Source: an optimization exercise on an open RTL-to-GDS flow (aim: small area). Production flows keep margins and buffers that such runs may drop.
Function was checked by simulation only, so behaviour that the tests miss may differ from the original.

run A:
==> flow/design.v <==
module vig_permcore (
    input  wire       clk,
    input  wire       rst,         
    input  wire       in_valid,
    input  wire [1:0] in_op,       
    input  wire [7:0] in_data,
    input  wire [7:0] in_key,
    output wire       in_ready,
    output reg        out_valid,
    output wire [7:0] out_data,
    input  wire       out_ready,
    output reg        pvalid
);
    localparam OP_SEED      = 2'd0;
    localparam OP_SEED_LAST = 2'd1;
    localparam OP_ENC       = 2'd2;
    localparam OP_DEC       = 2'd3;
    function automatic [31:0] add;
        input [31:0] a;
        input [31:0] b;
        input        cin;
        integer n;
        reg c;
        begin
            c = cin;
            for (n = 0; n < 32; n = n + 1) begin
                add[n] = a[n] ^ b[n] ^ c;
                c = (a[n] & b[n]) | (a[n] & c) | (b[n] & c);
            end
        end
    endfunction
    reg        busy;        
    reg        start;       
    reg        fin;         
    reg        bld;         
    reg        bwd;         
    reg        hashing;     
    reg [15:0] s0;          
    reg [15:0] sf;          
    reg [7:0]  k;           
    reg [1:0]  ph;          
    reg [7:0]  r;           
    reg [7:0]  p;           
    reg [7:0]  key;         
    wire [15:0] s = (bwd ^ start) ? s0 : sf;
    assign in_ready = !busy && (!out_valid || out_ready);
    wire in_fire  = in_valid && in_ready && !rst;
    wire out_fire = out_valid && out_ready;
    assign out_data = p;
    wire [15:0] h      = hashing ? s0 : 16'd5381;
    wire [31:0] h33    = add({11'd0, h, 5'd0}, {16'd0, h}, 1'b0);
    wire [31:0] h_sum  = add(h33, {24'd0, in_data}, 1'b0);
    wire [15:0] h_next = h_sum[15:0];
    wire        fw  = !bwd;
    wire [31:0] a1  = add({14'd0, s, fw ? 2'b11 : 2'b01}, {16'd0, s} ^ {32{bwd}}, 1'b1);
    wire [31:0] a2  = add({9'd0, a1[18:0], fw ? 4'b1110 : 4'b0011}, {13'd0, a1[18:0]} ^ {32{fw}}, fw);
    wire [31:0] gw  = add({6'd0, a2[21:0], 4'b1110}, {10'd0, a2[21:0]}, 1'b0);
    wire [15:0] mc  = bwd ? {gw[8:0], 6'b111111, gw[25]} : a2[15:0];
    wire [15:0] mb  = bwd ? gw[24:9] : {9'd0, a2[22:16]};
    wire [31:0] md  = add({16'd0, mc}, ~{16'd0, mb}, 1'b1);
    wire [31:0] mr  = add({16'd0, md[15:0]}, 32'd0, md[16]);               
    wire [15:0] sn  = mr[15:0];
    wire [7:0]  byt  = (bwd && ph[1]) ? key : s[7:0];
    wire [3:0]  nib  = ph[0] ? byt[3:0] : byt[7:4];
    wire        big  = (k[7:4] != 4'd0) || (k[3:0] == 4'hf);    
    wire [7:0]  r_in = {r[7:4], r[3:0] | ({4{ph == 2'd1 && big}} & byt[7:4])};
    reg  [7:0]  q;
    reg  [31:0] t;
    integer b;
    always @* begin
        q = r_in;
        for (b = 3; b >= 0; b = b - 1) begin
            t = add({23'd0, q, nib[b]}, {23'd0, 1'b1, ~k}, 1'b0);    
            q = t[9] ? t[7:0] : {q[6:0], nib[b]};
        end
    end
    wire [7:0] j    = q;
    wire       hit  = (p == k) || (p == j);
    wire [7:0] p_tr = hit ? (p ^ k ^ j) : p;
    wire [31:0] pk  = add({24'd0, p}, {24'd0, key ^ {8{!bwd}}}, !bwd);   
    wire last_ph = (ph == 2'd3);
    wire k_end   = bwd ? (k == 8'd255) : (k == 8'd1);
    wire [7:0] k_nx = bwd ? k + 8'd1 : k - 8'd1;
    always @(posedge clk) begin
        if (rst) begin
            busy      <= 1'b0;
            start     <= 1'b0;
            fin       <= 1'b0;
            hashing   <= 1'b0;
            pvalid    <= 1'b0;
            out_valid <= 1'b0;
        end else begin
            if (out_fire) out_valid <= 1'b0;
            if (in_fire) begin
                if (in_op == OP_SEED) begin
                    s0      <= h_next;
                    hashing <= 1'b1;
                end else begin
                    busy  <= 1'b1;
                    start <= 1'b1;
                    bld   <= (in_op == OP_SEED_LAST);
                    bwd   <= (in_op == OP_ENC);
                    k     <= (in_op == OP_ENC) ? 8'd1 : 8'd255;
                    ph    <= (in_op == OP_ENC) ? 2'd0 : 2'd1;
                    r     <= 8'd0;
                    p     <= in_data;
                    key   <= in_key;
                    if (in_op == OP_SEED_LAST) begin
                        s0      <= h_next;
                        hashing <= 1'b0;
                    end
                end
            end
            if (start) begin
                start <= 1'b0;
                if (bwd) begin
                    s0  <= sn;
                    key <= s[7:0];
                    p   <= pk[7:0];
                end else
                    sf  <= sn;
            end else if (fin) begin
                fin  <= 1'b0;
                busy <= 1'b0;
                if (bld) begin
                    pvalid <= 1'b1;
                end else begin
                    out_valid <= 1'b1;
                    if (!bwd) p <= pk[7:0];
                end
            end else if (busy) begin
                r  <= last_ph ? 8'd0 : q;
                ph <= ph + 2'd1;
                if (ph[0] && !(last_ph && k_end)) begin
                    if (bwd) s0 <= sn;
                    else     sf <= sn;
                end
                if (bwd && last_ph) key <= s[7:0];
                if (last_ph) begin
                    p <= p_tr;
                    if (k_end)
                        fin <= 1'b1;
                    else begin
                        k  <= k_nx;
                        ph <= (k_nx[7:4] != 4'd0 || k_nx[3:0] == 4'hf) ? 2'd1 : 2'd0;
                    end
                end
            end
        end
    end
endmodule
clock: 55.0 ns
lec_check: 0
abc_area: 1
cap_margin: 20
core_margin: 2
core_utilization: 50
place_density: 0.65
slew_margin: 20
standard.sh (not shown) runs the stock make flow with config.mk's settings and CLKGATE_MAP_FILE= SYNTH_SCRIPT=/design/flow/synth_recipe.tcl, a recipe that flattens the netlist after the stock synthesis.
==> flow/flow/run.sh <==
#!/bin/bash
# Own layout flow.
# 1. the standard synthesis, unchanged.
# 2. Full adders flipped where that saves inversions (a full adder with every input
#    and output inverted computes the same), then the combinational logic, except the
#    full adder cells, re-mapped by Yosys and ABC for area; every register keeps its
#    instance name, cell and connections.
# 3. the standard layout of that netlist, with the smallest buffer on the ports
#    and a clock tree of small buffers without dummy loads.
# Each tool writes its full output to a log file here.
set -euo pipefail
res=orfs/results/sky130hd/vig_permcore/base
lib=$FLOW_HOME/platforms/sky130hd/lib/sky130_fd_sc_hd__tt_025C_1v80.lib

bash standard.sh synth > synth.log 2>&1

python3 flow/mklib.py "$lib" comb.lib > mklib.log 2>&1
cp "$res/1_2_yosys.v" standard_1_2_yosys.v
python3 flow/faflip.py standard_1_2_yosys.v flipped.v > faflip.log 2>&1
cat > reopt.ys <<EOY
read_liberty -lib $lib
read_liberty -overwrite comb.lib
read_verilog flipped.v
hierarchy -top $FLOW_TOP
flatten
opt -purge
abc -liberty comb.lib -script flow/abc_area.script
setundef -zero
hilomap -singleton -hicell sky130_fd_sc_hd__conb_1 HI -locell sky130_fd_sc_hd__conb_1 LO
splitnets
opt_clean -purge
rename -hide w:*.*
opt_clean -purge
stat -liberty $lib
write_verilog -noattr -nohex -nodec reopt.v
EOY
yosys -l reopt.log -s reopt.ys > /dev/null 2>&1
cp reopt.v "$res/1_2_yosys.v"
touch "$res/1_2_yosys.v"

bash standard.sh finish \
  BUFFER_PORTS_ARGS="-buffer_cell sky130_fd_sc_hd__buf_1" \
  CTS_ARGS="-sink_clustering_enable -repair_clock_nets -dont_use_dummy_load -buf_list {sky130_fd_sc_hd__clkbuf_4 sky130_fd_sc_hd__clkbuf_8}" \
  > layout.log 2>&1
==> flow/flow/abc_area.script <==
strash
&get -n
&deepsyn -T 60
&put
strash
dch -f
map -a
mfs2
strash
dch -f
map -a
topo
==> flow/flow/mklib.py <==
#!/usr/bin/env python3
"""Write a liberty holding only the platform's combinational cells
(no registers, latches, full adders, tie cells, delay, clock-delay, power or
physical-only cells). Yosys reads it for the cells' functions and ABC maps to it.
usage: mklib.py PLATFORM.lib OUT.lib"""
import re
import sys

src, dst = sys.argv[1], sys.argv[2]
lib = open(src).read()
skip = re.compile(r"(df|dl|sdf|edf|fa_|conb|tap|fill|decap|probe|lpflow|diode|"
                  r"clkdly|dlygate|dlymetal|einv|ebuf|sedf|macro|bleeder)")
groups = []
first = None
for m in re.finditer(r'\n\s*cell\s*\(\s*"?([\w]+)"?\s*\)\s*\{', lib):
    if first is None:
        first = m.start()
    k = lib.index("{", m.start())
    depth = 0
    while True:
        c = lib[k]
        if c == "{":
            depth += 1
        elif c == "}":
            depth -= 1
            if depth == 0:
                break
        k += 1
    if not skip.search(m.group(1)):
        groups.append(lib[m.start():k + 1])
open(dst, "w").write(lib[:first] + "".join(groups) + "\n}\n")
print(f"{len(groups)} cells written to {dst}")
Other scripts of this flow, unchanged in this note and not shown: flow/flow/faflip.py
Run A completed end to end with timing, DRC and antenna clean.
Edits applied to the flow inputs when going from run A to run B:
diff --git a/flow/flow/run.sh b/flow/flow/run.sh
--- a/flow/flow/run.sh
+++ b/flow/flow/run.sh
@@ -18,5 +18,8 @@
 cp "$res/1_2_yosys.v" standard_1_2_yosys.v
 python3 flow/faflip.py standard_1_2_yosys.v flipped.v > faflip.log 2>&1
-cat > reopt.ys <<EOY
+# ABC's deep synthesis is randomized: four seeds, the smallest result kept
+for seed in 1 2 3 4; do
+  sed "s/&deepsyn -T 60/\&deepsyn -T 60 -S $seed/" flow/abc_area.script > abc_$seed.script
+  cat > reopt_$seed.ys <<EOY
 read_liberty -lib $lib
 read_liberty -overwrite comb.lib
@@ -25,5 +28,5 @@
 flatten
 opt -purge
-abc -liberty comb.lib -script flow/abc_area.script
+abc -liberty comb.lib -script abc_$seed.script
 setundef -zero
 hilomap -singleton -hicell sky130_fd_sc_hd__conb_1 HI -locell sky130_fd_sc_hd__conb_1 LO
@@ -33,7 +36,15 @@
 opt_clean -purge
 stat -liberty $lib
-write_verilog -noattr -nohex -nodec reopt.v
+write_verilog -noattr -nohex -nodec reopt_$seed.v
 EOY
-yosys -l reopt.log -s reopt.ys > /dev/null 2>&1
+  yosys -l reopt_$seed.log -s reopt_$seed.ys > /dev/null 2>&1 &
+done
+wait
+best=$(for seed in 1 2 3 4; do
+  area=$(grep 'Chip area' reopt_$seed.log 2>/dev/null | tail -1 | awk '{print $NF}' || true)
+  if [ -n "$area" ] && [ -s reopt_$seed.v ]; then echo "$area $seed"; fi
+done | sort -g | head -1 | awk '{print $2}')
+echo "kept seed $best" > reopt_choice.log
+cp reopt_$best.v reopt.v
 cp reopt.v "$res/1_2_yosys.v"
 touch "$res/1_2_yosys.v"
==> flow/flow/abc_area.script <==
strash
&get -n
&deepsyn -T 60
&st
&nf -R 1000 -p -a
&put
topo
==> run summary <==
- Run A ended up with sky130_fd_sc_hd__buf_4 as its slowest stage cell on the critical path; run B ended up with sky130_fd_sc_hd__nor2b_1.
- Of run A and run B, the run reporting the higher cell area after layout was run A.
- Between run A and run B, required arrival time at the worst endpoint is higher for run A, run B comes in under that.
- Run A finished every step from synthesis to the final layout, and the layout passed the timing, design-rule and antenna checks.
- Run B: done, clean on timing, DRC and antenna
- Against run A, run B reports a worst-case hold slack that is lower.
- Run B reports its most frequent standard cell in the layout excluding fill and tap cells as sky130_fd_sc_hd__fa_1 while run A reports sky130_fd_sc_hd__clkinv_1.
> inputs changed (run B -> run C)
==> flow/flow/run.sh <==
#!/bin/bash
# Own layout flow.
# 1. the standard synthesis, unchanged.
# 2. Full adders flipped where that saves inversions (a full adder with every input
#    and output inverted computes the same), then the combinational logic, except the
#    full adder cells, re-mapped by Yosys and ABC for area; every register keeps its
#    instance name, cell and connections.
# 3. the standard layout of that netlist, with the smallest buffer on the ports
#    and a clock tree of small buffers without dummy loads.
# Each tool writes its full output to a log file here.
set -euo pipefail
res=orfs/results/sky130hd/vig_permcore/base
lib=$FLOW_HOME/platforms/sky130hd/lib/sky130_fd_sc_hd__tt_025C_1v80.lib

bash standard.sh synth > synth.log 2>&1

python3 flow/mklib.py "$lib" comb.lib > mklib.log 2>&1
cp "$res/1_2_yosys.v" standard_1_2_yosys.v
python3 flow/faflip.py standard_1_2_yosys.v flipped.v > faflip.log 2>&1
cat > reopt.ys <<EOY
read_liberty -lib $lib
read_liberty -overwrite comb.lib
read_verilog flipped.v
hierarchy -top $FLOW_TOP
flatten
opt -purge
abc -liberty comb.lib -script flow/abc_area.script
setundef -zero
hilomap -singleton -hicell sky130_fd_sc_hd__conb_1 HI -locell sky130_fd_sc_hd__conb_1 LO
splitnets
opt_clean -purge
rename -hide w:*.*
opt_clean -purge
stat -liberty $lib
write_verilog -noattr -nohex -nodec reopt.v
EOY
yosys -l reopt.log -s reopt.ys > /dev/null 2>&1
cp reopt.v "$res/1_2_yosys.v"
touch "$res/1_2_yosys.v"

bash standard.sh finish \
  BUFFER_PORTS_ARGS="-buffer_cell sky130_fd_sc_hd__buf_1" \
  CTS_ARGS="-sink_clustering_enable -sink_clustering_size 30 -sink_clustering_max_diameter 150 -repair_clock_nets -dont_use_dummy_load -buf_list {sky130_fd_sc_hd__clkbuf_8}" \
  > layout.log 2>&1
Notes after the runs:
- Run C | stages: all done | timing, DRC, antenna: all pass
- Run B → run C: final cell utilization of the core now sits higher; final critical-path setup slack now sits higher; final worst-path cycle share now sits at about the same level.
Changes in run D relative to run C:
diff --git a/flow/flow/run.sh b/flow/flow/run.sh
--- a/flow/flow/run.sh
+++ b/flow/flow/run.sh
@@ -4,5 +4,5 @@
 # 2. Full adders flipped where that saves inversions (a full adder with every input
 #    and output inverted computes the same), then the combinational logic, except the
-#    full adder cells, re-mapped by Yosys and ABC for area; every register keeps its
+#    adder cells, re-mapped by Yosys and ABC for area; every register keeps its
 #    instance name, cell and connections.
 # 3. the standard layout of that netlist, with the smallest buffer on the ports
@@ -41,4 +41,4 @@
 bash standard.sh finish \
   BUFFER_PORTS_ARGS="-buffer_cell sky130_fd_sc_hd__buf_1" \
-  CTS_ARGS="-sink_clustering_enable -sink_clustering_size 30 -sink_clustering_max_diameter 150 -repair_clock_nets -dont_use_dummy_load -buf_list {sky130_fd_sc_hd__clkbuf_8}" \
+  CTS_ARGS="-sink_clustering_enable -repair_clock_nets -dont_use_dummy_load -buf_list {sky130_fd_sc_hd__clkbuf_4 sky130_fd_sc_hd__clkbuf_8}" \
   > layout.log 2>&1
==> flow/flow/abc_area.script <==
strash
dc2
strash
dch -f
map -a
mfs2
strash
dch -f
map -a
topo
diff --git a/flow/flow/mklib.py b/flow/flow/mklib.py
--- a/flow/flow/mklib.py
+++ b/flow/flow/mklib.py
@@ -1,5 +1,5 @@
 #!/usr/bin/env python3
-"""Write a liberty holding only the platform's combinational cells
-(no registers, latches, full adders, tie cells, delay, clock-delay, power or
+"""Write a liberty holding only the platform's single-output combinational cells
+(no registers, latches, adder cells, tie cells, delay, clock-delay, power or
 physical-only cells). Yosys reads it for the cells' functions and ABC maps to it.
 usage: mklib.py PLATFORM.lib OUT.lib"""
@@ -9,5 +9,5 @@
 src, dst = sys.argv[1], sys.argv[2]
 lib = open(src).read()
-skip = re.compile(r"(df|dl|sdf|edf|fa_|conb|tap|fill|decap|probe|lpflow|diode|"
+skip = re.compile(r"(df|dl|sdf|edf|fa_|ha_|conb|tap|fill|decap|probe|lpflow|diode|"
                   r"clkdly|dlygate|dlymetal|einv|ebuf|sedf|macro|bleeder)")
 groups = []
Notes after the runs:
Final period utilization across run D and run C: no real change.
In the flow results for run D and run C, the core utilization is larger on run D.
Run D vs. run C: first-iteration DRC count shrank by 214, met3 wirelength from detailed routing now smaller, maximum clock frequency neither gained nor lost much, final count of negative-setup-slack endpoints stayed essentially flat.
Compared with run C, in run D routed wire length shows an increase of 3.6%.
Setup changes, run D to run E
diff --git a/flow/flow/run.sh b/flow/flow/run.sh
--- a/flow/flow/run.sh
+++ b/flow/flow/run.sh
@@ -4,5 +4,5 @@
 # 2. Full adders flipped where that saves inversions (a full adder with every input
 #    and output inverted computes the same), then the combinational logic, except the
-#    adder cells, re-mapped by Yosys and ABC for area; every register keeps its
+#    full adder cells, re-mapped by Yosys and ABC for area; every register keeps its
 #    instance name, cell and connections.
 # 3. the standard layout of that netlist, with the smallest buffer on the ports
@@ -41,4 +41,4 @@
 bash standard.sh finish \
   BUFFER_PORTS_ARGS="-buffer_cell sky130_fd_sc_hd__buf_1" \
-  CTS_ARGS="-sink_clustering_enable -repair_clock_nets -dont_use_dummy_load -buf_list {sky130_fd_sc_hd__clkbuf_4 sky130_fd_sc_hd__clkbuf_8}" \
+  CTS_ARGS="-sink_clustering_enable -sink_clustering_size 20 -sink_clustering_max_diameter 100 -sink_clustering_levels 1 -repair_clock_nets -dont_use_dummy_load -buf_list {sky130_fd_sc_hd__clkbuf_8}" \
   > layout.log 2>&1
==> flow/flow/abc_area.script <==
strash
&get -n
&deepsyn -T 60
&st
&nf -R 1000 -p -a
&put
topo
diff --git a/flow/flow/mklib.py b/flow/flow/mklib.py
--- a/flow/flow/mklib.py
+++ b/flow/flow/mklib.py
@@ -1,5 +1,5 @@
 #!/usr/bin/env python3
-"""Write a liberty holding only the platform's single-output combinational cells
-(no registers, latches, adder cells, tie cells, delay, clock-delay, power or
+"""Write a liberty holding only the platform's combinational cells
+(no registers, latches, full adders, tie cells, delay, clock-delay, power or
 physical-only cells). Yosys reads it for the cells' functions and ABC maps to it.
 usage: mklib.py PLATFORM.lib OUT.lib"""
@@ -9,5 +9,5 @@
 src, dst = sys.argv[1], sys.argv[2]
 lib = open(src).read()
-skip = re.compile(r"(df|dl|sdf|edf|fa_|ha_|conb|tap|fill|decap|probe|lpflow|diode|"
+skip = re.compile(r"(df|dl|sdf|edf|fa_|conb|tap|fill|decap|probe|lpflow|diode|"
                   r"clkdly|dlygate|dlymetal|einv|ebuf|sedf|macro|bleeder)")
 groups = []
==> run summary <==
In summary, run E completed successfully, with a layout that passed the timing, design-rule and antenna checks.
| post-place instance area | run E vs run D | 600 µm² lower |
[compare] base=run D new=run E: final wirelength down 3.5%, final worst-path cycle share flat, top achievable clock speed flat.
Relative to run D, first-pass GRT wire length has decreased by 2.0 mm in run E.
Run E against run D: combined global-route utilization of all metal layers picked up an extra 0.92 points; fraction of layout instances using a drive strength above 1 shrank by 0.68 points.
Run D and run E ended up with nearly the same proportion of cell area spent on the clock network.
## Diff of input files: run F against run E
diff --git a/flow/flow/run.sh b/flow/flow/run.sh
--- a/flow/flow/run.sh
+++ b/flow/flow/run.sh
@@ -4,5 +4,5 @@
 # 2. Full adders flipped where that saves inversions (a full adder with every input
 #    and output inverted computes the same), then the combinational logic, except the
-#    full adder cells, re-mapped by Yosys and ABC for area; every register keeps its
+#    adder cells, re-mapped by Yosys and ABC for area; every register keeps its
 #    instance name, cell and connections.
 # 3. the standard layout of that netlist, with the smallest buffer on the ports
@@ -41,4 +41,4 @@
 bash standard.sh finish \
   BUFFER_PORTS_ARGS="-buffer_cell sky130_fd_sc_hd__buf_1" \
-  CTS_ARGS="-sink_clustering_enable -sink_clustering_size 20 -sink_clustering_max_diameter 100 -sink_clustering_levels 1 -repair_clock_nets -dont_use_dummy_load -buf_list {sky130_fd_sc_hd__clkbuf_8}" \
+  CTS_ARGS="-sink_clustering_enable -repair_clock_nets -dont_use_dummy_load -buf_list {sky130_fd_sc_hd__clkbuf_4 sky130_fd_sc_hd__clkbuf_8}" \
   > layout.log 2>&1
==> flow/flow/abc_area.script <==
strash
&get -n
&deepsyn -T 60
&put
strash
dch -f
map -a
mfs2
strash
dch -f
map -a
topo
diff --git a/flow/flow/mklib.py b/flow/flow/mklib.py
--- a/flow/flow/mklib.py
+++ b/flow/flow/mklib.py
@@ -1,5 +1,5 @@
 #!/usr/bin/env python3
-"""Write a liberty holding only the platform's combinational cells
-(no registers, latches, full adders, tie cells, delay, clock-delay, power or
+"""Write a liberty holding only the platform's single-output combinational cells
+(no registers, latches, adder cells, tie cells, delay, clock-delay, power or
 physical-only cells). Yosys reads it for the cells' functions and ABC maps to it.
 usage: mklib.py PLATFORM.lib OUT.lib"""
@@ -9,5 +9,5 @@
 src, dst = sys.argv[1], sys.argv[2]
 lib = open(src).read()
-skip = re.compile(r"(df|dl|sdf|edf|fa_|conb|tap|fill|decap|probe|lpflow|diode|"
+skip = re.compile(r"(df|dl|sdf|edf|fa_|ha_|conb|tap|fill|decap|probe|lpflow|diode|"
                   r"clkdly|dlygate|dlymetal|einv|ebuf|sedf|macro|bleeder)")
 groups = []
==> run summary <==
Area after synthesis for run F: 3.6% up relative to run E. Against run E, minimum clock period after layout in run F came out worse. Die height in run F is 2.3 µm above run E. Run F leaves less setup margin than run E. Average cell area after synthesis in run F vs run E: down 13%. | insertion delay to the later sink of the worst-skew pair | run F vs run E | ≈ equal |. Run E → run F: transition at the pin with the smallest max-transition slack shows a reduction of 49 ps.

-- port drivers added, routing unchanged --
The flow's constraints put no driver on any port. The routed layouts listed below were extracted and timed again, unchanged, in two steps. Step 1 (the two cells are an assumption about what drives the block):
set clk [get_ports {clk}]
set_driving_cell -lib_cell sky130_fd_sc_hd__clkbuf_16 $clk
set_driving_cell -lib_cell sky130_fd_sc_hd__buf_2 [delete_from_list [all_inputs] $clk]
Step 2 moves the port delays by t, midway between the first and last clock arrival at a register: inputs arrive t later, outputs are due t later. That takes back most of the time a late clock gives input paths. a / b / c = ideal ports / drivers / drivers and shift; a / b = the first two.
run | t, ns | slack for setup (ns) | hold WS [ns] | slew at the worst register clock pin (ns) | pins driven straight from the clock port
run A | 0.392 | 32.242 / 32.242 / 32.242 | 0.492 / 0.492 / 0.492 | 0.08 / 0.08 | 1
run B | 0.393 | 32.604 / 32.583 / 32.583 | 0.488 / 0.488 / 0.488 | 0.08 / 0.08 | 1
run C | 0.394 | 32.607 / 32.587 / 32.587 | 0.497 / 0.497 / 0.497 | 0.09 / 0.09 | 1
run D | 0.395 | 32.560 / 32.537 / 32.537 | 0.477 / 0.477 / 0.477 | 0.09 / 0.09 | 1
run E | 0.394 | 32.607 / 32.587 / 32.587 | 0.497 / 0.497 / 0.497 | 0.09 / 0.09 | 1
run F | 0.394 | 32.556 / 32.533 / 32.533 | 0.505 / 0.505 / 0.505 | 0.09 / 0.09 | 1
After both steps every run listed still meets setup and hold.
